Background: an optimization exercise with open tools, aiming at small area, a short achievable clock period and few clock cycles. Do not read the settings as production practice.
Where RTL was checked, it was by simulation tests only, not by an equivalence proof against the original.
No functional check of the RTL was part of runs 1, 4 and 5.
No activity file was given, so power comes from the tool's default toggle rates.

`flow/design.v`:
```
module rune512_codec #(
    parameter P = 64,    
    parameter S = 59     
) (
    input  wire        clk,
    input  wire        rst,
    input  wire        cmd_valid,
    output wire        cmd_ready,
    input  wire [2:0]  cmd_op,
    input  wire        cmd_pfx,
    input  wire        cmd_emptyok,
    input  wire        in_valid,
    output wire        in_ready,
    input  wire [11:0] in_data,
    output wire        out_valid,
    input  wire        out_ready,
    output wire [9:0]  out_data,
    output wire        done,
    output reg  [3:0]  err,
    output reg         shortsub,
    output wire [15:0] result,
    output wire [7:0]  consumed,
    output wire [7:0]  outlen
);
    reg        cmd_ready_r;   
    reg        st_bin;        
    reg        st_tin;        
    reg        st_out;        
    reg        done_r;        
    reg        op_enc, op_dec, pfx, emptyok;
    reg        in_ready_r;
    reg [5:0]  lag;           
    reg        iv;
    reg [11:9] id;            
    reg        id_end;        
    reg [8:0]  ida;           
    reg [575:0] ring;
    reg [15:0] crc;           
    reg [15:0] spec;          
    reg [6:0]  cnt;           
    reg [6:0]  rem;           
    reg        rnz;           
    reg [2:0]  m3;            
    reg [3:0]  lo;            
    reg [7:0]  acc;           
    reg        over, p0;
    reg        tok_seen, pfx_bad, stopped, cap;
    reg [16:0] hdr;
    reg        ov, last_r;
    reg [9:0]  od;
    reg [6:0]  oln;
    reg [1:0]  ost;           
    reg [8:0]  rd;            
    reg [5:0]  tap;           
    assign cmd_ready = cmd_ready_r;
    assign in_ready  = in_ready_r;
    assign out_valid = ov;
    assign out_data  = od;
    assign done      = done_r;
    assign result    = crc;
    assign consumed  = {1'b0, cnt};
    assign outlen    = {1'b0, oln};
    wire cmd_fire = cmd_valid & cmd_ready_r;
    wire in_move  = in_valid & in_ready_r;
    wire in_end   = op_dec ? in_data[11] : in_data[8];
    wire legal    = (cmd_op == 3'd0) | (cmd_op == 3'd1) | (cmd_op == 3'd2);
    wire in_phase = st_bin | st_tin;
    wire [15:0] ch [0:9];
    assign ch[0] = crc;
    genvar g;
    generate
        for (g = 0; g < 9; g = g + 1) begin : g_chain
            wire fb = ch[g][15] ^ ida[8-g];
            assign ch[g+1] = {ch[g][14:0], 1'b0} ^ (fb ? 16'h1021 : 16'h0000);
        end
    endgenerate
    wire        parity_d = hdr[16];
    reg  [15:0] spec_n;
    always @(*) begin
        case (m3)
        3'd0: spec_n = parity_d ? ch[1] : ch[9];
        3'd1: spec_n = ch[8];
        3'd2: spec_n = ch[7];
        3'd3: spec_n = ch[6];
        3'd4: spec_n = ch[5];
        3'd5: spec_n = ch[4];
        3'd6: spec_n = ch[3];
        default: spec_n = ch[2];
        endcase
    end
    wire [7:0]  ibyte = id_end ? 8'd0 : ida[8:1];
    wire [16:0] x17   = {acc, (op_dec ? rd : {ibyte, 1'b0})};
    reg  [8:0]  win;
    always @(*) begin
        case (lo)
        4'd0: win = x17[8:0];
        4'd1: win = x17[9:1];
        4'd2: win = x17[10:2];
        4'd3: win = x17[11:3];
        4'd4: win = x17[12:4];
        4'd5: win = x17[13:5];
        4'd6: win = x17[14:6];
        4'd7: win = x17[15:7];
        default: win = x17[16:8];
        endcase
    end
    wire pbyte   = iv & ~op_dec & ~id_end;
    wire full    = (cnt == P);
    wire take    = pbyte & ~full;
    wire ovf     = pbyte & full;
    wire [15:0] crc_nx = ovf ? 16'd0 : (take ? ch[8] : crc);
    wire over_nx = over | ovf;
    wire c0      = (cnt == 7'd0);
    wire lo0     = (lo == 4'd0);
    wire [3:0] lo_nx = ~take ? lo : (c0 ? 4'd7 : (lo0 ? 4'd8 : lo - 4'd1));
    wire stor    = take & ~c0 & ~lo0;
    wire [6:0] rem_nx = rem + {6'd0, stor};
    wire bend    = in_move & st_bin & in_data[8];       
    wire enc_go  = bend & op_enc & ~over_nx;
    wire t_end   = id[11];
    wire t_sent  = id[10];
    wire t_valid = id[9];
    wire run_tok = iv & op_dec & ~t_end & ~(~tok_seen & pfx) &
                   ~(pfx_bad | stopped | cap) & t_valid & (cnt != S);
    wire deval   = iv & st_tin & t_end;
    wire dec_crc_ok = (spec == hdr[15:0]);
    wire dec_ok  = tok_seen & ~pfx_bad & ~cap & (cnt > 7'd1) & dec_crc_ok;
    wire dec_adj = (m3 == 3'd1) & parity_d;
    wire dec_m0  = (rem == 7'd0);
    wire [6:0] dec_m_m1 = rem - 7'd1 - {6'd0, dec_adj};
    wire dec_go  = deval & dec_ok & ~dec_m0;
    wire       wr    = op_dec ? run_tok : iv;
    wire [8:0] wdata = op_dec ? ida : win;
    wire [7:0] tap_l = 8'd1 << tap[2:0];
    wire [7:0] tap_h = 8'd1 << tap[5:3];
    reg  [8:0] rtap, rgrp;
    integer gi, gj;
    always @(*) begin
        rtap = 9'd0;
        for (gj = 0; gj < 8; gj = gj + 1) begin
            rgrp = 9'd0;
            for (gi = 0; gi < 8; gi = gi + 1)
                rgrp = rgrp | (ring[(gj*8+gi)*9 +: 9] & {9{tap_l[gi]}});
            rtap = rtap | (rgrp & {9{tap_h[gj]}});
        end
    end
    wire go  = enc_go | dec_go;
    wire ld  = (st_out ? rnz : go) & (~ov | out_ready);
    reg  [9:0] enext;
    always @(*) begin
        case (ost)
        2'd0: enext = 10'h200;
        2'd1: enext = {1'b0, (lo_nx == 4'd1), crc_nx[15:8]};
        2'd2: enext = {1'b0, crc[7:0], p0};
        default: enext = {1'b0, rd};
        endcase
    end
    wire [9:0] onext   = op_dec ? {2'b00, win[8:1]} : enext;
    wire       consume = ld & (op_dec ? (lo != 4'd8) : (ost == 2'd3));
    reg [6:0] rem_d;
    always @(*) begin
        rem_d = rem;
        if (cmd_ready_r)
            rem_d = {6'd0, cmd_pfx} + 7'd1;
        else if (st_bin)
            rem_d = bend ? (rem_nx + {6'd0, lo_nx != 4'd0}) : rem_nx;
        else if (st_tin) begin
            if (deval)
                rem_d = dec_m_m1;
            else if (run_tok && cnt == 7'd1)
                rem_d = 7'd0;
            else if (run_tok && cnt[6:1] != 6'd0)
                rem_d = rem + ((m3 == 3'd0) ? 7'd2 : 7'd1);
        end else if (st_out && ld)
            rem_d = rem - 7'd1;
    end
    always @(posedge clk) begin
        id     <= in_data[11:9];
        id_end <= in_data[8];
        ida    <= op_dec ? in_data[8:0] : {in_data[7:0], 1'b0};
        ring   <= {ring[566:0], (wr ? wdata : ring[575:567])};
        rem    <= rem_d;
        rnz    <= (rem_d != 7'd0);
        iv     <= in_move;
        if (cmd_fire) begin
            in_ready_r <= legal;
            lag        <= 6'd0;
        end else if (in_move) begin
            in_ready_r <= ~in_end;
            lag        <= 6'd0;
        end else begin
            in_ready_r <= ~in_ready_r & in_phase & (lag == 6'd63);
            lag        <= lag + 6'd1;
        end
        if (ld) begin
            ov <= 1'b1;
            od <= onext;
        end else if (out_ready) begin
            ov <= 1'b0;
        end
        if (done_r) begin
            done_r      <= 1'b0;
            cmd_ready_r <= 1'b1;
        end
        if (cmd_ready_r && cmd_fire) begin
            cmd_ready_r <= 1'b0;
            op_enc   <= (cmd_op == 3'd0);
            op_dec   <= (cmd_op == 3'd1);
            pfx      <= cmd_pfx;
            emptyok  <= cmd_emptyok;
            err      <= legal ? 4'd0 : 4'd6;
            shortsub <= 1'b0;
            crc      <= 16'd0;
            spec     <= 16'd0;
            cnt      <= 7'd0;
            over     <= 1'b0;
            lo       <= 4'd0;
            p0       <= 1'b0;
            tok_seen <= 1'b0;
            pfx_bad  <= 1'b0;
            stopped  <= 1'b0;
            cap      <= 1'b0;
            oln      <= 7'd0;
            ost      <= cmd_pfx ? 2'd0 : 2'd1;
            m3       <= (cmd_op == 3'd1) ? 3'd0 : 3'd2;
            tap      <= (cmd_op == 3'd1) ? (6'd59 - {5'd0, cmd_pfx}) : 6'd60;
            st_tin   <= (cmd_op == 3'd1);
            st_bin   <= (cmd_op == 3'd0) | (cmd_op == 3'd2);
            done_r   <= ~legal;
        end
        if (st_bin) begin
            tap  <= tap + 6'd1;
            crc  <= crc_nx;
            over <= over_nx;
            lo   <= lo_nx;
            cnt  <= cnt + {6'd0, take};
            if (take) begin
                acc <= ida[8:1];
                if (c0) p0 <= ida[8];
            end
            if (bend) begin
                st_bin <= 1'b0;
                if (enc_go) begin
                    st_out <= 1'b1;
                    last_r <= 1'b0;
                end else begin
                    done_r <= 1'b1;
                    cnt    <= 7'd0;
                    if (over_nx) err <= 4'd8;
                end
            end
        end
        if (iv && !op_dec && cnt == 7'd1 && (take || id_end))
            rd <= win;
        if (st_tin) begin
            tap <= tap + 6'd1;
            if (iv) begin
                if (t_end) begin
                    st_tin <= 1'b0;
                    if (!tok_seen) begin
                        err   <= (~pfx & emptyok) ? 4'd0 : 4'd1;
                    end else if (pfx_bad) begin
                        err   <= 4'd2;
                    end else if (cap) begin
                        err   <= 4'd8;
                    end else if (cnt == 7'd0) begin
                        err      <= 4'd3;
                        shortsub <= 1'b1;
                    end else if (cnt == 7'd1) begin
                        err   <= 4'd3;
                    end else if (!dec_crc_ok) begin
                        err   <= 4'd5;
                    end
                    if (dec_ok) begin
                        crc <= hdr[15:0];
                        cnt <= cnt + {6'd0, pfx};
                    end else begin
                        crc <= 16'd0;
                        cnt <= 7'd0;
                    end
                    if (dec_go) begin
                        st_out <= 1'b1;
                        last_r <= (dec_m_m1 == 7'd0);
                    end else begin
                        done_r <= 1'b1;
                    end
                end else begin
                    tok_seen <= 1'b1;
                    if (!tok_seen && pfx) begin
                        pfx_bad <= ~t_sent;
                    end else if (pfx_bad || stopped || cap) begin
                    end else if (!t_valid) begin
                        stopped <= 1'b1;
                    end else if (cnt == S) begin
                        cap <= 1'b1;
                    end else begin
                        cnt <= cnt + 7'd1;
                        m3  <= m3 + 3'd1;
                        if (cnt == 7'd0) hdr[16:8] <= ida;
                        if (cnt == 7'd1) begin
                            hdr[7:0] <= ida[8:1];
                            acc      <= ida[7:0];
                            lo       <= 4'd1;
                            crc      <= ida[0] ? 16'h1021 : 16'h0000;
                            spec     <= 16'd0;
                        end
                        if (cnt[6:1] != 6'd0) begin
                            crc  <= ch[9];
                            spec <= spec_n;
                        end
                        if (cnt == 7'd2) rd <= ida;
                    end
                end
            end
        end
        if (st_out) begin
            tap <= tap + 6'd1;
            if (!op_dec) cnt <= 7'd0;
            if (ov && out_ready && last_r) begin
                st_out <= 1'b0;
                done_r <= 1'b1;
            end
        end
        if (st_out || go) begin
            if (ld) begin
                oln <= oln + 7'd1;
                if (st_out) last_r <= (rem == 7'd1);
                if (!op_dec && ost != 2'd3) ost <= ost + 2'd1;
                if (op_dec) begin
                    if (lo == 4'd8) lo <= 4'd0;
                    else begin
                        acc <= rd[7:0];
                        lo  <= lo + 4'd1;
                    end
                end
            end
            if (consume) begin
                rd <= rtap;
                if (!op_dec && m3 == 3'd7) begin
                    m3  <= 3'd0;
                    tap <= tap - 6'd1;     
                end else begin
                    m3  <= m3 + 3'd1;
                    tap <= tap;            
                end
            end
        end
        if (rst) begin
            cmd_ready_r <= 1'b1;
            st_bin      <= 1'b0;
            st_tin      <= 1'b0;
            st_out      <= 1'b0;
            done_r      <= 1'b0;
            in_ready_r  <= 1'b0;
            iv          <= 1'b0;
            ov          <= 1'b0;
        end
    end
endmodule
```
`flow/run.sh`:
```
#!/bin/bash
# synth_recipe.tcl (not shown) runs the flow's synth.tcl, then flattens the netlist and writes it again
# the make line also repeats each setting of config.mk as NAME=value (left out here)
make -C /OpenROAD-flow-scripts/flow DESIGN_CONFIG=/design/flow/config.mk WORK_HOME=/design/flow/orfs CLKGATE_MAP_FILE= SYNTH_SCRIPT=/design/flow/synth_recipe.tcl finish
```
`flow/config.mk`:
```
export PLATFORM = sky130hd
export DESIGN_NAME = rune512_codec
export DESIGN_NICKNAME = rune512_codec
export VERILOG_FILES = /design/flow/design.v
export SDC_FILE = /design/flow/constraint.sdc
export NUM_CORES = 4
export LEC_CHECK = 0
export CAP_MARGIN = 20
export CORE_MARGIN = 2
export CORE_UTILIZATION = 40
export CTS_CLUSTER_DIAMETER = 60
export CTS_CLUSTER_SIZE = 20
export PLACE_DENSITY = 0.6
export SETUP_SLACK_MARGIN = 5
export SLEW_MARGIN = 20
```
`flow/constraint.sdc`:
```
create_clock -name core_clock -period 8.0 [get_ports {clk}]
set_input_delay 1.6000 -clock core_clock [delete_from_list [all_inputs] [get_ports {clk}]]
set_output_delay 1.6000 -clock core_clock [all_outputs]
set_load 0.01 [all_outputs]
```
==> reports/summary.json, run 1 <==
{
  "worst-setup-path-type": {"value": "flop to flop"},
  "peakVddDrop": {"value": 0.000163, "unit": "V"},
  "synth_seq_area_share": {"value": 54.7, "unit": "%"},
  "synthTopCellsByArea": {"value": "sky130_fd_sc_hd__dfxtp_1, sky130_fd_sc_hd__mux2_2, sky130_fd_sc_hd__edfxtp_1"},
  "floorplan.die_area": {"value": 70900, "unit": "um^2"},
  "cts_htree_levels": {"value": 2},
  "route.final.wire_length": {"value": 87600, "unit": "um"},
  "antenna_cells": {"value": 0},
  "finalNonFillerCells": {"value": 3565},
  "placement.setup.worst_slack": {"value": 3280, "unit": "ps"},
  "drtAntennaViolNets": {"value": 0},
  "synthesis.yosys.warnings": {"value": 1},
  "core.rowCount": {"value": 96},
  "number_of_flops_mapped_to_enable_cells_by_yosys": {"value": 38},
  "detail_route.vias_per_cell": {"value": 6.03},
  "synthDominantCellAreaShare": {"value": 50.5, "unit": "%"},
  "max_slew.worst_pin.slew": {"value": 919, "unit": "ps"},
  "port_buffers": {"value": 70},
  "mappedNetlistArea": {"value": 27500, "unit": "um^2"},
  "final.setup_skew": {"value": 44.7, "unit": "ps"},
  "finalWeightedCongestion": {"value": 0.978},
  "global_route.overflow_total": {"value": 0},
  "finish.utilization": {"value": 47.0, "unit": "%"},
  "worst_setup_path_startpoint": {"value": "cnt[0]"},
  "initial_antenna_violation_count": {"value": 0},
  "die-width": {"value": 266, "unit": "um"},
  "post-place-cells": {"value": 3402},
  "fill_cells": {"value": 6220},
  "synthCells": {"value": 2603},
  "hold-worst-slack": {"value": 332, "unit": "ps"},
  "tritoncts.num_buffers": {"value": 52},
  "end_kind": {"value": "flop"},
  "numClockSinks": {"value": 732},
  "timing_max_transition_violations_final": {"value": 0},
  "io-pin-count": {"value": 73},
  "synth_cell_type_count": {"value": 97},
  "yosys_register_bits": {"value": 732},
  "r2r-start": {"value": "cnt[0]"},
  "fp.coreArea": {"value": 68300, "unit": "um^2"},
  "routed_wire_length_per_instance": {"value": 24.6, "unit": "um"},
  "drt_first_iter_violations": {"value": 2199},
  "setup_viol": {"value": 0},
  "globalRouteTotalUtil": {"value": 24.0, "unit": "%"},
  "initial_core_utilization": {"value": 40.2, "unit": "%"},
  "die_height": {"value": 266, "unit": "um"},
  "final.setup.worst_slack": {"value": 4560, "unit": "ps"},
  "cts.hold.buffers_added": {"value": 0},
  "crit_path_max_fanout": {"value": 9},
  "drt_drc_violations_left": {"value": 0},
  "maximum_number_of_pins_on_one_net_before_global_route_repair": {"value": 68},
  "grt_setup_unrepaired": {"value": "true"},
  "final_min_period_over_clock_period": {"value": 43.0, "unit": "%"},
  "number_of_global_route_vias_before_repair": {"value": 21700},
  "tns": {"value": 0, "unit": "ps"},
  "routed-via-count": {"value": 21500},
  "maxCapViolCount": {"value": 0},
  "outcome": {"value": "no timing/DRC/antenna violations"},
  "cts_tree": {"value": "built"},
  "post-synth-top-area-cell": {"value": "sky130_fd_sc_hd__dfxtp_1"},
  "finalHoldViolCount": {"value": 0},
  "crit_arrival": {"value": 3920, "unit": "ps"},
  "timing.fmax": {"value": 290, "unit": "MHz"},
  "shortest_period_the_worst_path_allows": {"value": 3440, "unit": "ps"},
  "min_from": {"value": "ring[491]"},
  "clock_tree.buffer_depth": {"value": 3},
  "static_leak": {"value": 12.2, "unit": "nW"},
  "detailedPlacementHpwl": {"value": 54300, "unit": "um"},
  "drt_pass1_iterations": {"value": 6},
  "grt_first_pass_wirelength": {"value": 132000, "unit": "um"},
  "cts.root.buffer_cell": {"value": "sky130_fd_sc_hd__clkbuf_16"},
  "cts.clk_slew.worst_paths": {"value": 80, "unit": "ps"},
  "min_path_type": {"value": "flop to flop"},
  "final_layout_size_suffix_gt1_share": {"value": 19.3, "unit": "%"},
  "syn_to_final_growth": {"value": 16.8, "unit": "%"},
  "main_synth_ff_type": {"value": "sky130_fd_sc_hd__dfxtp_1"},
  "synthesis.area_per_instance": {"value": 10.6, "unit": "um^2"},
  "async_reset_ff_share": {"value": 0, "unit": "%"},
  "timing.critical_path.from_type": {"value": "flop"},
  "source_to_sink_clock_delay_at_the_later_pin_of_the_worst_skew_pair": {"value": 640, "unit": "ps"},
  "max-slew-margin-rel": {"value": 38.6, "unit": "%"},
  "power_per_cell_area": {"value": 235, "unit": "nW/um^2"},
  "crit_required": {"value": 8480, "unit": "ps"},
  "final_net_count": {"value": 2721}
}
cell usage in the layout (no fill, tap or decap), types with 32 or more instances in the layout:
cell type	count
sky130_fd_sc_hd__a21oi_1	114
sky130_fd_sc_hd__a221oi_1	51
sky130_fd_sc_hd__a222oi_1	77
sky130_fd_sc_hd__a22oi_1	98
sky130_fd_sc_hd__buf_4	95
sky130_fd_sc_hd__clkbuf_16	55
sky130_fd_sc_hd__dfxtp_1	656
sky130_fd_sc_hd__dlygate4sd2_1	42
sky130_fd_sc_hd__edfxtp_1	38
sky130_fd_sc_hd__inv_1	36
sky130_fd_sc_hd__mux2_2	147
sky130_fd_sc_hd__mux2i_1	33
sky130_fd_sc_hd__nand2_1	193
sky130_fd_sc_hd__nand3_1	75
sky130_fd_sc_hd__nor2_1	126
sky130_fd_sc_hd__o21ai_0	141
sky130_fd_sc_hd__xnor2_1	43
sky130_fd_sc_hd__xor2_1	32
report_power, final:
group | total (W) | switching [W] | internal (W) | leakage (nW)
logic | 0.00105 | 0.000665 | 0.000388 | 5.41
registers | 0.00385 | 0.0000973 | 0.00375 | 5.99
clock network | 0.00264 | 0.00137 | 0.00127 | 0.799
critical path, cell delays in order, from the launching register on:
cell and delay [ps]:
sky130_fd_sc_hd__dfxtp_4 420, sky130_fd_sc_hd__inv_1 110, sky130_fd_sc_hd__ha_2 230, sky130_fd_sc_hd__and3_2 260, sky130_fd_sc_hd__nor3_4 280, sky130_fd_sc_hd__ha_4 200
sky130_fd_sc_hd__ha_4 150, sky130_fd_sc_hd__xor2_2 200, sky130_fd_sc_hd__nand4_1 250, sky130_fd_sc_hd__xnor2_2 250, sky130_fd_sc_hd__a221oi_2 90, sky130_fd_sc_hd__or3_1 390
sky130_fd_sc_hd__or4_1 460
cells by family (layout without fill, tap and decap cells):
| kind of cell | Yosys count | count (layout) | share of synthesized area (%) |
|---|---|---|---|
| simple gates | 608 | 609 | 10.8 |
| fa+ha+maj | 41 | 41 | 1.89 |
| other cells | 1 | 2 | 0.0136 |
| flops | 732 | 732 | 54.7 |
| buf+inv | 240 | 317 | 3.53 |
| mux | 187 | 187 | 7.75 |
| compound gates | 703 | 704 | 18.1 |
| xor+xnor | 91 | 91 | 3.18 |
what timing repair did:
item | 4_1_cts | 5_1_grt
setup endpoints to repair | 166 | 78
buffers inserted | 61 | 12
gates resized for setup | 206 | 46
pin swaps | 19 | 19
cloned | 8 | 3
final timing paths:
kind	to	slack, ps	cells past startpoint
hold reg to reg	ring[500]	330	0
setup / recovery	rnz	4560	12
setup reg to reg	rnz	4560	12
hold / removal	ring[500]	330	0
metal layers:
layer	share of wire (%)	global-route usage (%)	routed length, um
met5	0	0	0
met4	4.5	10.2	3960
met2	47	39.7	40900
met3	6.6	3.87	5760
met1	42	30.9	37000
cell usage after synthesis, types with 38 or more instances:
master and count:
sky130_fd_sc_hd__clkbuf_1 139, sky130_fd_sc_hd__a22oi_1 98, sky130_fd_sc_hd__dfxtp_1 694, sky130_fd_sc_hd__inv_1 40, sky130_fd_sc_hd__a21oi_1 119, sky130_fd_sc_hd__nand2_1 201
sky130_fd_sc_hd__a222oi_1 77, sky130_fd_sc_hd__nor2_1 135, sky130_fd_sc_hd__ha_1 40, sky130_fd_sc_hd__edfxtp_1 38, sky130_fd_sc_hd__nand3_1 76, sky130_fd_sc_hd__o21ai_0 148
sky130_fd_sc_hd__mux2_2 147, sky130_fd_sc_hd__xnor2_1 50, sky130_fd_sc_hd__a221oi_1 52
sequential cells by signal, summed over array words and instances, names as in the netlist, 8 cells and up:
name	cells
hdr	17
rd	9
acc	8
ida	9
ring	576
crc	16
od	10
spec	16
stage by stage:
stage	total power [W]	area, um^2
floorplan	0.00449	27700
global placement	0.00482	29000
detailed placement	0.00483	29000
CTS	0.00756	31800
global route	0.00780	32100
finish	0.00755	32100
cell type report:
cell class	instances	area (um^2)	area share, %
Multi-Input combinational cell	1634	12100	37.6
Sequential cell	732	15100	47.1
Clock buffer	56	1330	4.13
Timing Repair Buffer	194	1970	6.14
Clock inverter	23	309	0.962
Tap cell	882	1100	3.44
Inverter	44	174	0.542
==> run 2: changes to the inputs <==
--- a/flow/design.v
+++ b/flow/design.v
@@ -181,5 +181,10 @@
         ring   <= {ring[566:0], (wr ? wdata : ring[575:567])};
         rem    <= rem_d;
-        rnz    <= (rem_d != 7'd0);
+        if (deval)
+            rnz <= (rem != (dec_adj ? 7'd2 : 7'd1));
+        else if (st_out && ld)
+            rnz <= (rem != 7'd1);
+        else if (!st_out)
+            rnz <= 1'b1;
         iv     <= in_move;
         if (cmd_fire) begin
==> run 2 against run 1 <==
  * Final area decreased by 1.8%
  * Cell count decreased by 2.2%
  * Still clean
  * Sequential cell count unchanged
  * Core utilization about the same
==> reports/summary.json, run 2 <==
{
  "post-synth-top-area-cell": {"value": "sky130_fd_sc_hd__dfxtp_1"},
  "initial_core_utilization": {"value": 40.4, "unit": "%", "change": "+0.15 points"},
  "reg2regPathDepth": {"value": 14, "change": "+2"},
  "synthesis.yosys.warnings": {"value": 1, "change": "unchanged"},
  "final.setup.worst_slack": {"value": 4930, "unit": "ps", "change": "+373 ps"},
  "drtAntennaViolNets": {"value": 0, "change": "unchanged"},
  "outcome": {"value": "no timing/DRC/antenna violations"},
  "final_net_count": {"value": 2653, "change": "-2.5%"},
  "fill_cells": {"value": 6131, "change": "-1.4%"},
  "die_height": {"value": 264, "unit": "um", "change": "-0.67%"},
  "power_per_cell_area": {"value": 239, "unit": "nW/um^2", "change": "+1.6%"},
  "final_min_period_over_clock_period": {"value": 38.4, "unit": "%", "change": "-4.7 points"},
  "maximum_number_of_pins_on_one_net_before_global_route_repair": {"value": 63, "change": "-7.4%"},
  "drt_pass1_iterations": {"value": 8, "change": "+2"},
  "final.setup_skew": {"value": 51.9, "unit": "ps", "change": "+7.15 ps"},
  "cts_tree": {"value": "built"},
  "core.rowCount": {"value": 95, "change": "-1.0%"},
  "mappedNetlistArea": {"value": 27100, "unit": "um^2", "change": "-1.4%"},
  "largest_register_ffs": {"value": 576, "change": "unchanged"},
  "finalWeightedCongestion": {"value": 0.953, "change": "-2.6%"},
  "regMostFlops": {"value": "ring"},
  "r2r-start": {"value": "op_dec"},
  "synthCells": {"value": 2538, "change": "-2.5%"},
  "cts.clk_slew.worst_paths": {"value": 80, "unit": "ps", "change": "about the same"},
  "maxCapViolCount": {"value": 0, "change": "unchanged"},
  "globalRouteTotalUtil": {"value": 23.6, "unit": "%", "change": "-0.41 points"},
  "reg2reg_setup_slack": {"value": 4930, "unit": "ps", "change": "+370 ps"},
  "min_path_type": {"value": "flop to flop"},
  "crit_path_max_fanout": {"value": 4, "change": "-5"},
  "route.final.wire_length": {"value": 85800, "unit": "um", "change": "-2.0%"},
  "initial_antenna_violation_count": {"value": 1, "change": "+1"},
  "end_kind": {"value": "flop"},
  "worst-setup-path-type": {"value": "flop to flop"},
  "io-pin-count": {"value": 73, "change": "unchanged"},
  "timing.fmax": {"value": 326, "unit": "MHz", "change": "+12%"},
  "peakVddDrop": {"value": 0.000169, "unit": "V", "change": "+3.9%"},
  "timing_max_transition_violations_final": {"value": 0, "change": "unchanged"},
  "crit_arrival": {"value": 3520, "unit": "ps", "change": "-400 ps"},
  "cts.hold.buffers_added": {"value": 0, "change": "unchanged"},
  "fp.coreArea": {"value": 67200, "unit": "um^2", "change": "-1.7%"},
  "global_route.overflow_total": {"value": 0, "change": "unchanged"},
  "number_of_global_route_vias_before_repair": {"value": 20800, "change": "-4.2%"},
  "cts.root.buffer_cell": {"value": "sky130_fd_sc_hd__clkbuf_16"},
  "routed-via-count": {"value": 21100, "change": "-1.6%"},
  "source_to_sink_clock_delay_at_the_later_pin_of_the_worst_skew_pair": {"value": 650, "unit": "ps", "change": "about the same"},
  "holdPathEnd": {"value": "ring[26]"},
  "routed_wire_length_per_instance": {"value": 24.6, "unit": "um", "change": "+0.22%"},
  "drt_first_iter_violations": {"value": 2372, "change": "+7.9%"},
  "reg.largest.list": {"value": "ring x576, hdr x17"},
  "whs_path_depth": {"value": 0, "change": "unchanged"},
  "yosys_register_bits": {"value": 732, "change": "unchanged"},
  "static_leak": {"value": 12.5, "unit": "nW", "change": "+2.8%"},
  "tns": {"value": 0, "unit": "ps", "change": "unchanged"},
  "max_slew.worst_pin.slew": {"value": 1110, "unit": "ps", "change": "+188 ps"},
  "main_synth_ff_type": {"value": "sky130_fd_sc_hd__dfxtp_1"},
  "floorplan.die_area": {"value": 69900, "unit": "um^2", "change": "-1.3%"},
  "synthesis.area_per_instance": {"value": 10.7, "unit": "um^2", "change": "+1.2%"},
  "antenna_cells": {"value": 0, "change": "unchanged"},
  "final_layout_size_suffix_gt1_share": {"value": 14.4, "unit": "%", "change": "-4.9 points"},
  "port_buffers": {"value": 70, "change": "unchanged"},
  "synth_seq_area_share": {"value": 55.7, "unit": "%", "change": "+1.1 points"},
  "clock_tree.buffer_depth": {"value": 3, "change": "unchanged"},
  "r2r-end": {"value": "rem[4]"},
  "placement.setup.worst_slack": {"value": 3580, "unit": "ps", "change": "+303 ps"},
  "grt_setup_unrepaired": {"value": "true"},
  "syn_to_final_growth": {"value": 16.3, "unit": "%"},
  "numClockSinks": {"value": 732, "change": "unchanged"},
  "number_of_flops_mapped_to_enable_cells_by_yosys": {"value": 46, "change": "+21%"},
  "async_reset_ff_share": {"value": 0, "unit": "%", "change": "unchanged"},
  "min_from": {"value": "ring[17]"},
  "commonest_non_fill_non_tap_cell_in_the_layout": {"value": "sky130_fd_sc_hd__dfxtp_1"},
  "cts_htree_levels": {"value": 2, "change": "unchanged"},
  "tritoncts.num_buffers": {"value": 52, "change": "unchanged"},
  "synth_cell_type_count": {"value": 93, "change": "-4.1%"},
  "detailedPlacementHpwl": {"value": 53300, "unit": "um", "change": "-1.7%"},
  "detail_route.vias_per_cell": {"value": 6.06, "change": "+0.58%"},
  "crit_required": {"value": 8440, "unit": "ps", "change": "-40 ps"},
  "synthTopCellsByArea": {"value": "sky130_fd_sc_hd__dfxtp_1, sky130_fd_sc_hd__mux2i_1, sky130_fd_sc_hd__edfxtp_1"},
  "synthDominantCellAreaShare": {"value": 50.6, "unit": "%", "change": "+0.11 points"},
  "die-width": {"value": 264, "unit": "um", "change": "-0.67%"},
  "shortest_period_the_worst_path_allows": {"value": 3070, "unit": "ps", "change": "-373 ps"},
  "timing.critical_path.from_type": {"value": "flop"},
  "cell_with_the_most_instances_after_synthesis": {"value": "sky130_fd_sc_hd__dfxtp_1"},
  "grt_first_pass_wirelength": {"value": 129000, "unit": "um", "change": "-2.9%"},
  "finish.utilization": {"value": 47.0, "unit": "%", "change": "about the same"},
  "max-slew-margin-rel": {"value": 25.6, "unit": "%", "change": "-13 points"},
  "synthTopCellsByCount": {"value": "sky130_fd_sc_hd__dfxtp_1, sky130_fd_sc_hd__nand2_1, sky130_fd_sc_hd__o21ai_0"},
  "drt_drc_violations_left": {"value": 0, "change": "unchanged"},
  "setup_viol": {"value": 0, "change": "unchanged"},
  "finalHoldViolCount": {"value": 0, "change": "unchanged"},
  "most-common-layout-cells": {"value": "sky130_fd_sc_hd__dfxtp_1, sky130_fd_sc_hd__nand2_1, sky130_fd_sc_hd__o21ai_0, sky130_fd_sc_hd__mux2i_1, sky130_fd_sc_hd__nor2_1"}
}
[run 2: metal layers]
metal / wire length (um) / vias up / track usage, %
met4: 3110 / 0 / 8.88
met1: 37800 / 10400 / 32.5
met5: 0 / - / 0
met2: 38900 / 963 / 37.4
li1: - / 9538 / -
met3: 6030 / 201 / 3.50
[run 2: worst max-delay path, cell delays in order, from the launching register on]
cell and delay (ps):
sky130_fd_sc_hd__edfxtp_1 440, sky130_fd_sc_hd__buf_12 160, sky130_fd_sc_hd__or3b_4 390, sky130_fd_sc_hd__a21oi_4 220
sky130_fd_sc_hd__buf_6 130, sky130_fd_sc_hd__buf_6 110, sky130_fd_sc_hd__nand2_2 60, sky130_fd_sc_hd__a21oi_2 170
sky130_fd_sc_hd__nand4_1 210, sky130_fd_sc_hd__ha_2 280, sky130_fd_sc_hd__ha_4 180, sky130_fd_sc_hd__nand2_4 80
sky130_fd_sc_hd__nor2_1 50, sky130_fd_sc_hd__xor2_1 150, sky130_fd_sc_hd__a221oi_1 240
[run 2: area by class of cell]
class	count	area (um^2)	share of cell area, %
Timing Repair Buffer	181	1810	5.72
Clock buffer	56	1350	4.27
Inverter	46	188	0.595
Tap cell	873	1090	3.46
Sequential cell	732	15200	48.2
Multi-Input combinational cell	1576	11600	36.7
Timing Repair inverter	1	6.26	0.0198
Clock inverter	21	323	1.02
[run 2: worst max-delay path by stage]
stage | depth (start not counted) | slack [ps] | startpoint | end
2_1_floorplan | 15 | 5000 | cnt[0] | rem[6]
3_3_place_gp | 8 | 3650 | in_data[8] | tap[3]
3_5_place_dp | 8 | 3580 | in_data[8] | tap[3]
4_1_cts | 13 | 4890 | cnt[2] | rem[4]
5_1_grt | 14 | 4770 | op_dec | rem[4]
6_report | 14 | 4930 | op_dec | rem[4]
[run 2: power by group]
| group | total [W] | switching, W | internal (W) | leakage (nW) |
|---|---|---|---|---|
| logic | 0.00101 | 0.000657 | 0.000355 | 5.72 |
| registers | 0.00384 | 0.0000874 | 0.00376 | 6.01 |
| clock network | 0.00268 | 0.00140 | 0.00127 | 0.810 |
| total | 0.00753 | 0.00215 | 0.00538 | 12.5 |
[run 2: cells by family after synthesis]
kind of cell / synth area share (%)
XOR/XNOR: 3.34
other: 0.0138
multiplexers: 7.10
adder cells (fa/ha/maj): 1.92
AO/OA/AOI/OAI: 19.6
flip-flops: 55.7
AND/OR/NAND/NOR: 8.81
buffers and inverters: 3.46
[run 2: repair_timing]
item | CTS | global route
gates resized for setup | 203 | 59
hold endpoints to repair | 0 | 0
buffers inserted | 37 | 28
endpoints found under the setup margin | 191 | 91
pin swaps | 11 | 21
cloned | 6 | 3
[run 2: metrics by stage]
step / instances / hold slack (ps) / total power [W] / instance area (um^2)
6_report: 3486 / 318 / 0.00753 / 31500
5_1_grt: 3486 / 329 / 0.00778 / 31500
4_1_cts: 3455 / 314 / 0.00752 / 31000
3_5_place_dp: 3335 / 333 / 0.00482 / 28500
3_3_place_gp: 3335 / 329 / 0.00482 / 28500
2_1_floorplan: 2539 / 326 / 0.00448 / 27200
Testbench counts of run 2, summed over its fixed seeds: cycles 11,571.
==> run 3: changes to the inputs <==
--- a/flow/config.mk
+++ b/flow/config.mk
@@ -8,8 +8,8 @@
 export CAP_MARGIN = 20
 export CORE_MARGIN = 2
-export CORE_UTILIZATION = 40
+export CORE_UTILIZATION = 55
 export CTS_CLUSTER_DIAMETER = 60
 export CTS_CLUSTER_SIZE = 20
-export PLACE_DENSITY = 0.6
+export PLACE_DENSITY = 0.7
 export SETUP_SLACK_MARGIN = 5
 export SLEW_MARGIN = 20
==> run 3 against run 2 <==
  * Sequential cell count stayed put
  * Fmax up 2.6%
  * Largest power group unchanged
  * Largest cell class unchanged
  * Combinational power is essentially flat
  * Final area shrank 2.0%
  * Critical path type unchanged
  * Critical endpoint is now rem[6]
==> reports/summary.json, run 3 <==
{
  "drt_first_iter_violations": {"value": 2541, "change": "+7.1%"},
  "grt_first_pass_wirelength": {"value": 121000, "unit": "um", "change": "-5.8%"},
  "regMostFlops": {"value": "ring"},
  "worst_path_dominant_cell_family": {"value": "simple AND/OR/NAND/NOR gates"},
  "global_route.overflow_total": {"value": 0, "change": "unchanged"},
  "placement.setup.worst_slack": {"value": 3650, "unit": "ps", "change": "+67.3 ps"},
  "synthesized_area_fraction_occupied_by_xor_and_xnor_cells": {"value": 3.34, "unit": "%", "change": "unchanged"},
  "main_synth_ff_type": {"value": "sky130_fd_sc_hd__dfxtp_1"},
  "crit_chain": {"value": "ha_2, nor2b_4, and2_1, ha_1, ha_1, nand2_1, nor2_1, nand3_1, xor2_1, nand2_1, a221oi_2"},
  "cts_tree": {"value": "built"},
  "source_to_sink_clock_delay_at_the_later_pin_of_the_worst_skew_pair": {"value": 620, "unit": "ps", "change": "-30 ps"},
  "crit_arrival": {"value": 3430, "unit": "ps", "change": "-90 ps"},
  "detail_route.vias_per_cell": {"value": 6.46, "change": "+6.5%"},
  "synth_top_family_by_area": {"value": "compound AO/OA/AOI/OAI gates"},
  "synthesis.yosys.warnings": {"value": 1, "change": "unchanged"},
  "synth_cell_type_count": {"value": 93, "change": "unchanged"},
  "worstPathBufferInverterCount": {"value": 0, "change": "-3"},
  "timing.fmax": {"value": 334, "unit": "MHz", "change": "+2.6%"},
  "final.setup_skew": {"value": 22.6, "unit": "ps", "change": "-29.3 ps"},
  "yosys_register_bits": {"value": 732, "change": "unchanged"},
  "finalNonFillerCells": {"value": 3268, "change": "-6.3%"},
  "post-place-cells": {"value": 3119, "change": "-6.5%"},
  "fill_cells": {"value": 3912, "change": "-36%"},
  "tns": {"value": 0, "unit": "ps", "change": "unchanged"},
  "static_leak": {"value": 12.4, "unit": "nW", "change": "-1.4%"},
  "initial_antenna_violation_count": {"value": 0, "change": "-1"},
  "cts.root.buffer_cell": {"value": "sky130_fd_sc_hd__clkbuf_16"},
  "reg.largest.list": {"value": "ring x576, hdr x17"},
  "largest_register_ffs": {"value": 576, "change": "unchanged"},
  "end_kind": {"value": "flop"},
  "floorplan.die_area": {"value": 51100, "unit": "um^2", "change": "-27%"},
  "globalRouteTotalUtil": {"value": 30.5, "unit": "%", "change": "+7.0 points"},
  "max_slew.worst_pin.slew": {"value": 967, "unit": "ps", "change": "-141 ps"},
  "peakVddDrop": {"value": 0.000233, "unit": "V", "change": "+38%"},
  "fp.coreArea": {"value": 48800, "unit": "um^2", "change": "-27%"},
  "setup_viol": {"value": 0, "change": "unchanged"},
  "synthTopCellsByCount": {"value": "sky130_fd_sc_hd__dfxtp_1, sky130_fd_sc_hd__nand2_1, sky130_fd_sc_hd__o21ai_0"},
  "die-width": {"value": 226, "unit": "um", "change": "-14%"},
  "final.setup.worst_slack": {"value": 5010, "unit": "ps", "change": "+77.1 ps"},
  "route.final.wire_length": {"value": 79800, "unit": "um", "change": "-7.0%"},
  "timing_max_transition_violations_final": {"value": 0, "change": "unchanged"},
  "port_buffers": {"value": 70, "change": "unchanged"},
  "hold-worst-slack": {"value": 347, "unit": "ps", "change": "+29.9 ps"},
  "async_reset_ff_share": {"value": 0, "unit": "%", "change": "unchanged"},
  "finalWeightedCongestion": {"value": 0.942, "change": "-1.2%"},
  "final_layout_size_suffix_gt1_share": {"value": 13.7, "unit": "%", "change": "-0.72 points"},
  "syn_to_final_growth": {"value": 14.0, "unit": "%"},
  "drt_drc_violations_left": {"value": 0, "change": "unchanged"},
  "number_of_global_route_vias_before_repair": {"value": 20500, "change": "-1.4%"},
  "maxCapViolCount": {"value": 0, "change": "unchanged"},
  "crit_path_max_fanout": {"value": 7, "change": "+3"},
  "finalHoldViolCount": {"value": 0, "change": "unchanged"},
  "synthesis.area_per_instance": {"value": 10.7, "unit": "um^2", "change": "unchanged"},
  "outcome": {"value": "no timing/DRC/antenna violations"},
  "cell_with_the_most_instances_after_synthesis": {"value": "sky130_fd_sc_hd__dfxtp_1"},
  "synthTopCellsByArea": {"value": "sky130_fd_sc_hd__dfxtp_1, sky130_fd_sc_hd__mux2i_1, sky130_fd_sc_hd__edfxtp_1"},
  "synth_seq_area_share": {"value": 55.7, "unit": "%", "change": "unchanged"},
  "number_of_flops_mapped_to_enable_cells_by_yosys": {"value": 46, "change": "unchanged"},
  "reg2reg_setup_slack": {"value": 5010, "unit": "ps", "change": "+80 ps"},
  "muxShareOfSynthArea": {"value": 7.10, "unit": "%", "change": "unchanged"},
  "core.rowCount": {"value": 81, "change": "-15%"},
  "worst-setup-path-type": {"value": "flop to flop"},
  "synth_compound_gate_area_share": {"value": 19.6, "unit": "%", "change": "unchanged"},
  "max-slew-margin-rel": {"value": 35.1, "unit": "%", "change": "+9.5 points"},
  "detailedPlacementHpwl": {"value": 49000, "unit": "um", "change": "-8.2%"},
  "most-common-layout-cells": {"value": "sky130_fd_sc_hd__dfxtp_1, sky130_fd_sc_hd__nand2_1, sky130_fd_sc_hd__mux2i_1, sky130_fd_sc_hd__o21ai_0, sky130_fd_sc_hd__nor2_1"},
  "shortest_period_the_worst_path_allows": {"value": 2990, "unit": "ps", "change": "-77.1 ps"},
  "synthCells": {"value": 2538, "change": "unchanged"},
  "timing.critical_path.from_type": {"value": "flop"},
  "power_per_cell_area": {"value": 236, "unit": "nW/um^2", "change": "-1.3%"},
  "die_height": {"value": 226, "unit": "um", "change": "-14%"},
  "io-pin-count": {"value": 73, "change": "unchanged"},
  "synthDominantCellAreaShare": {"value": 50.6, "unit": "%", "change": "unchanged"},
  "final_min_period_over_clock_period": {"value": 37.4, "unit": "%", "change": "-0.96 points"},
  "mappedNetlistArea": {"value": 27100, "unit": "um^2", "change": "unchanged"},
  "antenna_cells": {"value": 0, "change": "unchanged"},
  "synth_simple_gate_area_share": {"value": 8.81, "unit": "%", "change": "unchanged"},
  "finish.utilization": {"value": 63.3, "unit": "%", "change": "+16 points"},
  "tritoncts.num_buffers": {"value": 48, "change": "-7.7%"},
  "grt_setup_unrepaired": {"value": "true"},
  "min_path_type": {"value": "flop to flop"},
  "drtAntennaViolNets": {"value": 0, "change": "unchanged"},
  "cts_htree_levels": {"value": 2, "change": "unchanged"},
  "routed_wire_length_per_instance": {"value": 24.4, "unit": "um", "change": "-0.84%"},
  "drt_pass1_iterations": {"value": 8, "change": "unchanged"},
  "clock_tree.buffer_depth": {"value": 3, "change": "unchanged"},
  "cp_slowest_cell": {"value": "sky130_fd_sc_hd__dfxtp_1"},
  "cts.hold.buffers_added": {"value": 0, "change": "unchanged"},
  "post-synth-top-area-cell": {"value": "sky130_fd_sc_hd__dfxtp_1"},
  "cp_slowest_stage_delay": {"value": 430, "unit": "ps", "change": "about the same"},
  "commonest_non_fill_non_tap_cell_in_the_layout": {"value": "sky130_fd_sc_hd__dfxtp_1"},
  "initial_core_utilization": {"value": 55.5, "unit": "%", "change": "+15 points"},
  "final_net_count": {"value": 2649, "change": "-0.15%"},
  "routed-via-count": {"value": 21100, "change": "-0.13%"},
  "numClockSinks": {"value": 732, "change": "unchanged"},
  "cts.clk_slew.worst_paths": {"value": 80, "unit": "ps", "change": "about the same"},
  "synth_fa_ha_area_share": {"value": 1.92, "unit": "%", "change": "unchanged"},
  "maximum_number_of_pins_on_one_net_before_global_route_repair": {"value": 55, "change": "-13%"},
  "crit_required": {"value": 8440, "unit": "ps", "change": "about the same"}
}
==> run 3: where the power goes <==
group | switching (W) | total [W] | internal [W]
clock | 0.00129 | 0.00243 | 0.00114
sequential | 0.0000841 | 0.00384 | 0.00376
combinational | 0.000653 | 0.00102 | 0.000366
==> run 3: per-layer routing <==
layer,wire length (um),up-vias,track usage [%]
li1,-,9507,-
met2,37000,1082,49.1
met4,2840,0,12.5
met5,0,-,0
met1,33600,10300,41.2
met3,6350,186,4.94
==> run 3: timing repair <==
action                                  in CTS  in global routing
pin swaps                                    8                 16
setup buffers                               41                 35
cloned                                       3                  2
endpoints found under the setup margin     175                 96
resized for setup                          178                 52
==> run 3: worst register-to-register path, cell delays in order, from the launching register on <==
cell	delay, ps
sky130_fd_sc_hd__dfxtp_1	430
sky130_fd_sc_hd__ha_2	360
sky130_fd_sc_hd__nor2b_4	310
sky130_fd_sc_hd__and2_1	320
sky130_fd_sc_hd__ha_1	260
sky130_fd_sc_hd__ha_1	250
sky130_fd_sc_hd__nand2_1	120
sky130_fd_sc_hd__nor2_1	140
sky130_fd_sc_hd__nand3_1	100
sky130_fd_sc_hd__xor2_1	190
sky130_fd_sc_hd__nand2_1	110
sky130_fd_sc_hd__a221oi_2	240
==> run 3: cell type report <==
class	count	area [um^2]	share of cell area, %
Clock buffer	52	1230	3.97
Clock inverter	16	211	0.684
Inverter	46	204	0.660
Multi-Input combinational cell	1576	11500	37.2
Sequential cell	732	15200	49.3
Tap cell	664	831	2.69
Timing Repair Buffer	181	1710	5.53
Timing Repair inverter	1	8.76	0.0283
==> run 3: cells by family after synthesis <==
family | count (synthesis)
AO/OA/AOI/OAI | 747
other | 1
AND/OR/NAND/NOR | 512
buffers and inverters | 231
multiplexers | 186
flip-flops | 732
XOR/XNOR | 88
adder cells (fa/ha/maj) | 41
==> run 3: final timing paths <==
check | to | start | depth (start not counted)
hold reg to reg | ring[52] | ring[43] | 0
setup reg to reg | rem[6] | m3[0] | 11
hold / removal | ring[52] | ring[43] | 0
setup / recovery | rem[6] | m3[0] | 11
==> run 3: stage by stage <==
| step | instance area [um^2] | total power (W) |
|---|---|---|
| 2_1_floorplan | 27200 | 0.00448 |
| 3_3_place_gp | 28200 | 0.00478 |
| 3_5_place_dp | 28200 | 0.00479 |
| 4_1_cts | 30400 | 0.00725 |
| 5_1_grt | 30900 | 0.00751 |
| 6_report | 30900 | 0.00728 |
==> run 4: changes to the inputs <==
--- a/flow/design.v
+++ b/flow/design.v
@@ -45,4 +45,5 @@
     reg [7:0]  acc;           
     reg        over, p0;
+    reg        first;         
     reg        tok_seen, pfx_bad, stopped, cap;
     reg [16:0] hdr;
@@ -106,14 +107,14 @@
     end
     wire pbyte   = iv & ~op_dec & ~id_end;
-    wire full    = (cnt == P);
+    wire full    = cnt[6];                              
     wire take    = pbyte & ~full;
     wire ovf     = pbyte & full;
     wire [15:0] crc_nx = ovf ? 16'd0 : (take ? ch[8] : crc);
     wire over_nx = over | ovf;
-    wire c0      = (cnt == 7'd0);
+    wire c0      = first;
     wire lo0     = (lo == 4'd0);
     wire [3:0] lo_nx = ~take ? lo : (c0 ? 4'd7 : (lo0 ? 4'd8 : lo - 4'd1));
     wire stor    = take & ~c0 & ~lo0;
-    wire [6:0] rem_nx = rem + {6'd0, stor};
+    wire part    = take ? (c0 | lo0 | (lo != 4'd1)) : ~lo0;    
     wire bend    = in_move & st_bin & in_data[8];       
     wire enc_go  = bend & op_enc & ~over_nx;
@@ -164,5 +165,5 @@
             rem_d = {6'd0, cmd_pfx} + 7'd1;
         else if (st_bin)
-            rem_d = bend ? (rem_nx + {6'd0, lo_nx != 4'd0}) : rem_nx;
+            rem_d = rem + {5'd0, stor & bend & part, stor ^ (bend & part)};
         else if (st_tin) begin
             if (deval)
@@ -219,4 +220,5 @@
             spec     <= 16'd0;
             cnt      <= 7'd0;
+            first    <= 1'b1;
             over     <= 1'b0;
             lo       <= 4'd0;
@@ -241,4 +243,5 @@
             cnt  <= cnt + {6'd0, take};
             if (take) begin
+                first <= 1'b0;
                 acc <= ida[8:1];
                 if (c0) p0 <= ida[8];
==> run 4 against run 3 <==
  * Worst setup slack got worse by 71 ps
  * Combinational power fell by 5%
  * Cell count down 0.49%
  * Largest power group unchanged
  * Highest routed layer unchanged
  * Die area increased by 0.62%
  * Critical path depth unchanged
  * Sequential cell count up 1
==> reports/summary.json, run 4 <==
{
  "outcome": {"value": "no timing/DRC/antenna violations"},
  "end_kind": {"value": "flop"},
  "global_route.overflow_total": {"value": 0, "change": "unchanged"},
  "detailedPlacementHpwl": {"value": 48300, "unit": "um", "change": "-1.5%"},
  "worst_setup_path_startpoint": {"value": "tap[1]"},
  "crit_cells": {"value": 11, "change": "unchanged"},
  "globalRouteTotalUtil": {"value": 30.1, "unit": "%", "change": "-0.48 points"},
  "syn_to_final_growth": {"value": 12.5, "unit": "%"},
  "grt_setup_unrepaired": {"value": "true"},
  "maxCapViolCount": {"value": 0, "change": "unchanged"},
  "reg2reg_setup_slack": {"value": 4940, "unit": "ps", "change": "-70 ps"},
  "detail_route.vias_per_cell": {"value": 6.48, "change": "+0.32%"},
  "cell_with_the_most_instances_after_synthesis": {"value": "sky130_fd_sc_hd__dfxtp_1"},
  "initial_antenna_violation_count": {"value": 0, "change": "unchanged"},
  "synthCells": {"value": 2563, "change": "+0.99%"},
  "whs_path_depth": {"value": 0, "change": "unchanged"},
  "async_reset_ff_share": {"value": 0, "unit": "%", "change": "unchanged"},
  "cts.clk_slew.worst_paths": {"value": 80, "unit": "ps", "change": "about the same"},
  "r2r-start": {"value": "tap[1]"},
  "synthTopCellsByCount": {"value": "sky130_fd_sc_hd__dfxtp_1, sky130_fd_sc_hd__nand2_1, sky130_fd_sc_hd__clkbuf_1"},
  "core.rowCount": {"value": 81, "change": "unchanged"},
  "synth_seq_area_share": {"value": 55.5, "unit": "%", "change": "-0.28 points"},
  "cp_slowest_stage_delay": {"value": 460, "unit": "ps", "change": "+30 ps"},
  "min_path_type": {"value": "flop to flop"},
  "tns": {"value": 0, "unit": "ps", "change": "unchanged"},
  "crit_required": {"value": 8500, "unit": "ps", "change": "+60 ps"},
  "drtAntennaViolNets": {"value": 0, "change": "unchanged"},
  "crit_path_max_fanout": {"value": 28, "change": "+21"},
  "reg2regPathDepth": {"value": 11, "change": "unchanged"},
  "main_synth_ff_type": {"value": "sky130_fd_sc_hd__dfxtp_1"},
  "setup_viol": {"value": 0, "change": "unchanged"},
  "source_to_sink_clock_delay_at_the_later_pin_of_the_worst_skew_pair": {"value": 620, "unit": "ps", "change": "about the same"},
  "clock_tree.buffer_depth": {"value": 3, "change": "unchanged"},
  "antenna_cells": {"value": 0, "change": "unchanged"},
  "reg.largest.list": {"value": "ring x576, hdr x17"},
  "tritoncts.num_buffers": {"value": 49, "change": "+2.1%"},
  "shortest_period_the_worst_path_allows": {"value": 3060, "unit": "ps", "change": "+70.8 ps"},
  "crit_arrival": {"value": 3570, "unit": "ps", "change": "+140 ps"},
  "finalHoldViolCount": {"value": 0, "change": "unchanged"},
  "crit_chain": {"value": "inv_1, ha_2, buf_6, and2_1, buf_4, a222oi_1, nand2_1, a2111oi_2, a311oi_1, a211oi_2, o32ai_2"},
  "worstPathBufferInverterCount": {"value": 3, "change": "+3"},
  "route.final.wire_length": {"value": 78700, "unit": "um", "change": "-1.4%"},
  "routed-via-count": {"value": 21100, "change": "-0.18%"},
  "timing.fmax": {"value": 326, "unit": "MHz", "change": "-2.3%"},
  "p_int": {"value": 0.00523, "unit": "W", "change": "-0.56%"},
  "final_net_count": {"value": 2633, "change": "-0.60%"},
  "most-common-layout-cells": {"value": "sky130_fd_sc_hd__dfxtp_1, sky130_fd_sc_hd__nand2_1, sky130_fd_sc_hd__a21oi_1, sky130_fd_sc_hd__a22oi_1"},
  "floorplan.die_area": {"value": 51400, "unit": "um^2", "change": "+0.62%"},
  "synthesis.area_per_instance": {"value": 10.6, "unit": "um^2", "change": "-0.35%"},
  "swShare": {"value": 27.8, "unit": "%", "change": "+0.039 points"},
  "regMostFlops": {"value": "ring"},
  "number_of_global_route_vias_before_repair": {"value": 20300, "change": "-0.65%"},
  "cts_tree": {"value": "built"},
  "worst_setup_path_endpoint": {"value": "rd[2]"},
  "cts.root.buffer_cell": {"value": "sky130_fd_sc_hd__clkbuf_16"},
  "mappedNetlistArea": {"value": 27300, "unit": "um^2", "change": "+0.63%"},
  "synthTopCellsByArea": {"value": "sky130_fd_sc_hd__dfxtp_1, sky130_fd_sc_hd__edfxtp_1, sky130_fd_sc_hd__mux2_2"},
  "worst_path_dominant_cell_family": {"value": "compound AO/OA/AOI/OAI gates"},
  "final.setup_skew": {"value": 22.2, "unit": "ps", "change": "-0.384 ps"},
  "initial_core_utilization": {"value": 55.8, "unit": "%", "change": "+0.24 points"},
  "numClockSinks": {"value": 733, "change": "+0.14%"},
  "number_of_flops_mapped_to_enable_cells_by_yosys": {"value": 46, "change": "unchanged"},
  "synthesis.yosys.warnings": {"value": 1, "change": "unchanged"},
  "peakVddDrop": {"value": 0.000172, "unit": "V", "change": "-26%"},
  "timing_max_transition_violations_final": {"value": 0, "change": "unchanged"},
  "yosys_register_bits": {"value": 733, "change": "+0.14%"},
  "drt_first_iter_violations": {"value": 2422, "change": "-4.7%"},
  "drt_drc_violations_left": {"value": 0, "change": "unchanged"},
  "max-slew-margin-rel": {"value": 22.6, "unit": "%", "change": "-13 points"},
  "largest_register_ffs": {"value": 576, "change": "unchanged"},
  "timing.critical_path.from_type": {"value": "flop"},
  "grt_first_pass_wirelength": {"value": 120000, "unit": "um", "change": "-0.88%"},
  "synth_cell_type_count": {"value": 92, "change": "-1.1%"},
  "r2r-end": {"value": "rd[2]"},
  "static_leak": {"value": 11.7, "unit": "nW", "change": "-5.1%"},
  "drt_pass1_iterations": {"value": 6, "change": "-2"},
  "post-synth-top-area-cell": {"value": "sky130_fd_sc_hd__dfxtp_1"},
  "final_layout_size_suffix_gt1_share": {"value": 15.5, "unit": "%", "change": "+1.9 points"},
  "clockPowerShare": {"value": 34.1, "unit": "%", "change": "+0.8 points"},
  "die_height": {"value": 227, "unit": "um", "change": "+0.31%"},
  "commonest_non_fill_non_tap_cell_in_the_layout": {"value": "sky130_fd_sc_hd__dfxtp_1"},
  "worst-setup-path-type": {"value": "flop to flop"},
  "finalWeightedCongestion": {"value": 0.975, "change": "+3.5%"},
  "routed_wire_length_per_instance": {"value": 24.2, "unit": "um", "change": "-0.89%"},
  "combPwrFrac": {"value": 13.3, "unit": "%", "change": "-0.7 points"},
  "hold-worst-slack": {"value": 342, "unit": "ps", "change": "-5.41 ps"},
  "synthDominantCellAreaShare": {"value": 50.4, "unit": "%", "change": "-0.24 points"},
  "seqPwrFrac": {"value": 52.6, "unit": "%", "change": "about the same"},
  "maximum_number_of_pins_on_one_net_before_global_route_repair": {"value": 69, "change": "+25%"},
  "cts_htree_levels": {"value": 2, "change": "unchanged"},
  "final_min_period_over_clock_period": {"value": 38.3, "unit": "%", "change": "+0.88 points"},
  "cp_slowest_cell": {"value": "sky130_fd_sc_hd__edfxtp_1"},
  "port_buffers": {"value": 70, "change": "unchanged"},
  "fp.coreArea": {"value": 49000, "unit": "um^2", "change": "+0.21%"},
  "die-width": {"value": 227, "unit": "um", "change": "+0.31%"},
  "io-pin-count": {"value": 73, "change": "unchanged"},
  "power_per_cell_area": {"value": 236, "unit": "nW/um^2", "change": "+0.12%"},
  "switching_power": {"value": 0.00202, "unit": "W", "change": "-0.37%"},
  "max_slew.worst_pin.slew": {"value": 1160, "unit": "ps", "change": "+193 ps"}
}
run 4: changes by cell type after synthesis, sizes merged, moves of 21 or more:
cell and change:
mux2 +73, o21ai -29, a22oi +23, a21oi +21, mux2i -88
run 4: kinds of logic (layout without fill, tap and decap cells):
group / count (synthesis) / in the layout / share of synthesized area, %
fa+ha+maj: 42 / 42 / 1.98
other cells: 1 / 2 / 0.0137
compound gates: 713 / 713 / 18.6
flops: 733 / 733 / 55.5
buf+inv: 244 / 267 / 3.65
xor+xnor: 96 / 96 / 3.51
simple gates: 561 / 562 / 9.77
mux: 173 / 173 / 7.01
run 4: timing repair:
action,in CTS,in global routing
resized for setup,172,48
gates cloned,4,0
hold buffers,0,0
pin swaps,9,8
buffers inserted,23,19
setup endpoints to repair,163,78
run 4: layout make-up:
cell class | instances | area [um^2]
multi-input cells | 1588 | 11600
flip-flops and latches | 733 | 15200
repair inverters | 1 | 5.00
fillers | 3971 | 18200
repair buffers | 147 | 1390
inverters | 49 | 211
clock buffers | 53 | 1250
clock inverters | 17 | 221
well taps | 664 | 831
run 4: metal layers:
| layer | part of all wire [%] | track usage [%] | wire (um) |
|---|---|---|---|
| met1 | 44 | 43.7 | 34700 |
| met2 | 44 | 45.7 | 34700 |
| met3 | 8.9 | 4.83 | 6980 |
| met4 | 2.9 | 9.55 | 2290 |
| met5 | 0 | 0 | 0 |
run 4: worst min-delay path by stage:
stage	endpoint	slack, ps	from
after floorplan	ring[117]	330	ring[108]
after global placement	ring[350]	330	ring[341]
after detailed placement	ring[195]	330	ring[186]
after CTS	ring[306]	340	ring[297]
after global routing	ring[306]	350	ring[297]
final	ring[426]	340	ring[417]
run 4: power groups by stage:
stage	Clock (W)	Combinational, W	Sequential, W
3_5_place_dp	0	0.000831	0.00391
3_3_place_gp	0	0.000830	0.00391
6_report	0.00247	0.000965	0.00381
2_1_floorplan	0	0.000571	0.00386
5_1_grt	0.00264	0.00101	0.00382
4_1_cts	0.00250	0.000911	0.00381
run 4: stage by stage:
step	total power, W	setup slack [ps]	instance area, um^2	util, %	cells
2_1_floorplan	0.00443	4740	27300	-	2564
3_3_place_gp	0.00474	3360	28300	57.9	3136
3_5_place_dp	0.00474	3310	28300	57.9	3136
4_1_cts	0.00722	4860	30400	62.0	3233
5_1_grt	0.00747	4830	30700	62.7	3252
6_report	0.00725	4940	30700	62.7	3252
==> run 5: changes to the inputs <==
--- a/flow/config.mk
+++ b/flow/config.mk
@@ -8,8 +8,8 @@
 export CAP_MARGIN = 20
 export CORE_MARGIN = 2
-export CORE_UTILIZATION = 55
+export CORE_UTILIZATION = 65
 export CTS_CLUSTER_DIAMETER = 60
 export CTS_CLUSTER_SIZE = 20
-export PLACE_DENSITY = 0.7
+export PLACE_DENSITY = 0.8
 export SETUP_SLACK_MARGIN = 5
 export SLEW_MARGIN = 20
==> run 5 against run 4 <==
  * Wire length up 1.6%
  * Highest routed layer is now met5
  * Sequential power about the same
  * Final area is 0.31% higher
  * Sequential share of layout area shrank 0.18 points
  * Core utilization increased by 11 points
  * Clock power decreased by 2%
  * Non-clock buffer count is 27 higher
  * Cell count decreased by 3.0%
  * Total power shrank 0.47%
  * Global-route usage up 5.3 points
==> reports/summary.json, run 5 <==
{
  "number_of_global_route_vias_before_repair": {"value": 20900, "change": "+2.8%"},
  "reg.largest.list": {"value": "ring x576, hdr x17"},
  "syn_to_final_growth": {"value": 12.9, "unit": "%"},
  "synthDominantCellAreaShare": {"value": 50.4, "unit": "%", "change": "unchanged"},
  "route.final.wire_length": {"value": 80000, "unit": "um", "change": "+1.6%"},
  "routed_wire_length_per_instance": {"value": 25.4, "unit": "um", "change": "+4.8%"},
  "core.rowCount": {"value": 75, "change": "-7.4%"},
  "cts.clk_slew.worst_paths": {"value": 90, "unit": "ps", "change": "about the same"},
  "main_synth_ff_type": {"value": "sky130_fd_sc_hd__dfxtp_1"},
  "source_to_sink_clock_delay_at_the_later_pin_of_the_worst_skew_pair": {"value": 620, "unit": "ps", "change": "about the same"},
  "synth_seq_area_share": {"value": 55.5, "unit": "%", "change": "unchanged"},
  "synthesis.yosys.warnings": {"value": 1, "change": "unchanged"},
  "crit_arrival": {"value": 3590, "unit": "ps", "change": "+20 ps"},
  "timing_max_transition_violations_final": {"value": 0, "change": "unchanged"},
  "numClockSinks": {"value": 733, "change": "unchanged"},
  "regMostFlops": {"value": "ring"},
  "drt_drc_violations_left": {"value": 0, "change": "unchanged"},
  "synthTopCellsByCount": {"value": "sky130_fd_sc_hd__dfxtp_1, sky130_fd_sc_hd__nand2_1, sky130_fd_sc_hd__clkbuf_1"},
  "setup_viol": {"value": 0, "change": "unchanged"},
  "global_route.overflow_total": {"value": 0, "change": "unchanged"},
  "maxCapViolCount": {"value": 0, "change": "unchanged"},
  "synthesis.area_per_instance": {"value": 10.6, "unit": "um^2", "change": "unchanged"},
  "cts.root.buffer_cell": {"value": "sky130_fd_sc_hd__clkbuf_16"},
  "largest_register_ffs": {"value": 576, "change": "unchanged"},
  "max_slew.worst_pin.slew": {"value": 1200, "unit": "ps", "change": "+44.7 ps"},
  "shortest_period_the_worst_path_allows": {"value": 3110, "unit": "ps", "change": "+45.8 ps"},
  "finalHoldViolCount": {"value": 0, "change": "unchanged"},
  "synthCells": {"value": 2563, "change": "unchanged"},
  "detail_route.vias_per_cell": {"value": 6.85, "change": "+5.7%"},
  "switching_power": {"value": 0.00199, "unit": "W", "change": "-1.5%"},
  "synthTopCellsByArea": {"value": "sky130_fd_sc_hd__dfxtp_1, sky130_fd_sc_hd__edfxtp_1, sky130_fd_sc_hd__mux2_2"},
  "detailedPlacementHpwl": {"value": 48900, "unit": "um", "change": "+1.4%"},
  "crit_path_max_fanout": {"value": 5, "change": "-82%"},
  "outcome": {"value": "no timing/DRC/antenna violations"},
  "io-pin-count": {"value": 73, "change": "unchanged"},
  "final_min_period_over_clock_period": {"value": 38.9, "unit": "%", "change": "+0.57 points"},
  "worst-setup-path-type": {"value": "input port to flop"},
  "initial_core_utilization": {"value": 65.5, "unit": "%", "change": "+9.7 points"},
  "die_height": {"value": 209, "unit": "um", "change": "-7.9%"},
  "static_leak": {"value": 11.9, "unit": "nW", "change": "+1.2%"},
  "initial_antenna_violation_count": {"value": 1, "change": "+1"},
  "swShare": {"value": 27.5, "unit": "%", "change": "-0.27 points"},
  "globalRouteTotalUtil": {"value": 35.4, "unit": "%", "change": "+5.3 points"},
  "synth_cell_type_count": {"value": 92, "change": "unchanged"},
  "timing.fmax": {"value": 322, "unit": "MHz", "change": "-1.5%"},
  "clock_tree.buffer_depth": {"value": 3, "change": "unchanged"},
  "antenna_cells": {"value": 0, "change": "unchanged"},
  "mappedNetlistArea": {"value": 27300, "unit": "um^2", "change": "unchanged"},
  "die-width": {"value": 209, "unit": "um", "change": "-7.9%"},
  "commonest_non_fill_non_tap_cell_in_the_layout": {"value": "sky130_fd_sc_hd__dfxtp_1"},
  "power_per_cell_area": {"value": 234, "unit": "nW/um^2", "change": "-0.78%"},
  "most-common-layout-cells": {"value": "sky130_fd_sc_hd__dfxtp_1, sky130_fd_sc_hd__nand2_1, sky130_fd_sc_hd__a21oi_1, sky130_fd_sc_hd__a22oi_1, sky130_fd_sc_hd__mux2_2"},
  "timing.critical_path.from_type": {"value": "input port"},
  "number_of_flops_mapped_to_enable_cells_by_yosys": {"value": 46, "change": "unchanged"},
  "final_layout_size_suffix_gt1_share": {"value": 16.0, "unit": "%", "change": "+0.46 points"},
  "cts_htree_levels": {"value": 2, "change": "unchanged"},
  "clockPowerShare": {"value": 33.5, "unit": "%", "change": "-0.6 points"},
  "tritoncts.num_buffers": {"value": 47, "change": "-4.1%"},
  "post-place-cells": {"value": 3015, "change": "-3.9%"},
  "crit_required": {"value": 8480, "unit": "ps", "change": "-20 ps"},
  "cts_tree": {"value": "built"},
  "yosys_register_bits": {"value": 733, "change": "unchanged"},
  "grt_setup_unrepaired": {"value": "true"},
  "final_net_count": {"value": 2658, "change": "+0.95%"},
  "async_reset_ff_share": {"value": 0, "unit": "%", "change": "unchanged"},
  "drtAntennaViolNets": {"value": 0, "change": "unchanged"},
  "grt_first_pass_wirelength": {"value": 121000, "unit": "um", "change": "+0.95%"},
  "cell_with_the_most_instances_after_synthesis": {"value": "sky130_fd_sc_hd__dfxtp_1"},
  "post-synth-top-area-cell": {"value": "sky130_fd_sc_hd__dfxtp_1"},
  "drt_pass1_iterations": {"value": 6, "change": "unchanged"},
  "cts.hold.buffers_added": {"value": 0, "change": "unchanged"},
  "routed-via-count": {"value": 21600, "change": "+2.5%"},
  "min_path_type": {"value": "flop to flop"},
  "floorplan.die_area": {"value": 43600, "unit": "um^2", "change": "-15%"},
  "port_buffers": {"value": 70, "change": "unchanged"},
  "finalWeightedCongestion": {"value": 0.974, "change": "-0.14%"},
  "tns": {"value": 0, "unit": "ps", "change": "unchanged"},
  "finalNonFillerCells": {"value": 3153, "change": "-3.0%"},
  "p_int": {"value": 0.00523, "unit": "W", "change": "about the same"},
  "seqPwrFrac": {"value": 52.8, "unit": "%", "change": "+0.2 points"},
  "max-slew-margin-rel": {"value": 19.1, "unit": "%", "change": "-3.4 points"},
  "end_kind": {"value": "flop"},
  "final.setup_skew": {"value": 27.3, "unit": "ps", "change": "+5.13 ps"},
  "drt_first_iter_violations": {"value": 3190, "change": "+32%"},
  "combPwrFrac": {"value": 13.7, "unit": "%", "change": "+0.4 points"},
  "fp.coreArea": {"value": 41700, "unit": "um^2", "change": "-15%"},
  "peakVddDrop": {"value": 0.000206, "unit": "V", "change": "+20%"},
  "maximum_number_of_pins_on_one_net_before_global_route_repair": {"value": 123, "change": "+78%"}
}
[run 5: cell counts after synthesis]
No cell type changed its count.
[run 5: path summary, 6_finish.rpt]
| path | startpoint | endpoint | slack (ps) | depth (start not counted) |
|---|---|---|---|---|
| setup / recovery | in_data[8] | rem[4] | 4890 | 12 |
| setup reg to reg | lo[1] | rem[4] | 4990 | 14 |
| hold reg to reg | ring[372] | ring[381] | 340 | 0 |
| hold / removal | ring[372] | ring[381] | 340 | 0 |
[run 5: power groups by stage]
stage               logic (W)  clock network [W]  registers (W)
floorplan            0.000571                  0        0.00386
global placement     0.000822                  0        0.00390
detailed placement   0.000826                  0        0.00390
CTS                  0.000890            0.00243        0.00380
global route          0.00103            0.00255        0.00381
finish               0.000988            0.00242        0.00381
[run 5: cells by family after synthesis]
group,after synthesis,share of synthesized area (%)
flops,733,55.5
compound gates,713,18.6
simple gates,561,9.77
buf+inv,244,3.65
mux,173,7.01
xor+xnor,96,3.51
fa+ha+maj,42,1.98
other cells,1,0.0137
[run 5: routing by layer]
metal  vias to the layer above  track usage [%]  share of wire [%]
li1                       9521                -                  -
met1                     10600             50.5                 43
met2                      1274             53.3                 44
met3                       217             6.82                9.7
met4                         2             13.8                3.5
met5                         -                0              0.016
[run 5: layout make-up]
| type | instances | area (um^2) |
|---|---|---|
| clock buffers | 57 | 1240 |
| clock inverters | 12 | 174 |
| fillers | 2927 | 10900 |
| inverters | 49 | 204 |
| multi-input cells | 1589 | 11600 |
| flip-flops and latches | 733 | 15200 |
| well taps | 539 | 674 |
| repair buffers | 174 | 1720 |
[run 5: what timing repair did]
item,4_1_cts,5_1_grt
pin swaps,10,16
cloned,4,3
gates resized for setup,158,77
setup buffers,28,34
endpoints found under the setup margin,165,67
[run 5: worst max-delay path, stage by stage]
cell                      delay (ps)
sky130_fd_sc_hd__buf_12           90
sky130_fd_sc_hd__nand4_1         200
sky130_fd_sc_hd__nor2_2          220
sky130_fd_sc_hd__a21oi_1          50
sky130_fd_sc_hd__nor2_1          170
sky130_fd_sc_hd__ha_2            230
sky130_fd_sc_hd__inv_2            40
sky130_fd_sc_hd__fa_2            400
sky130_fd_sc_hd__nor2_2          120
sky130_fd_sc_hd__xnor2_1          70
sky130_fd_sc_hd__a221o_1         290
sky130_fd_sc_hd__nor2_1           90
[run 5: through the flow]
step | area [um^2] | worst slack, ps | util, % | power (W) | hold slack (ps)
2_1_floorplan | 27300 | 4740 | - | 0.00443 | 326
3_3_place_gp | 28200 | 3610 | 67.7 | 0.00472 | 327
3_5_place_dp | 28200 | 3490 | 67.7 | 0.00473 | 334
4_1_cts | 30200 | 4980 | 72.4 | 0.00712 | 334
5_1_grt | 30800 | 4760 | 73.9 | 0.00740 | 337
6_report | 30800 | 4890 | 73.9 | 0.00721 | 339

Check on run 5: ideal ports give 4.890 ns setup slack; a clkbuf_16 on the clock port and buf_2 on the inputs give 4.880 ns; moving port delays by the midpoint clock arrival (0.667 ns) as well gives 4.213 ns.
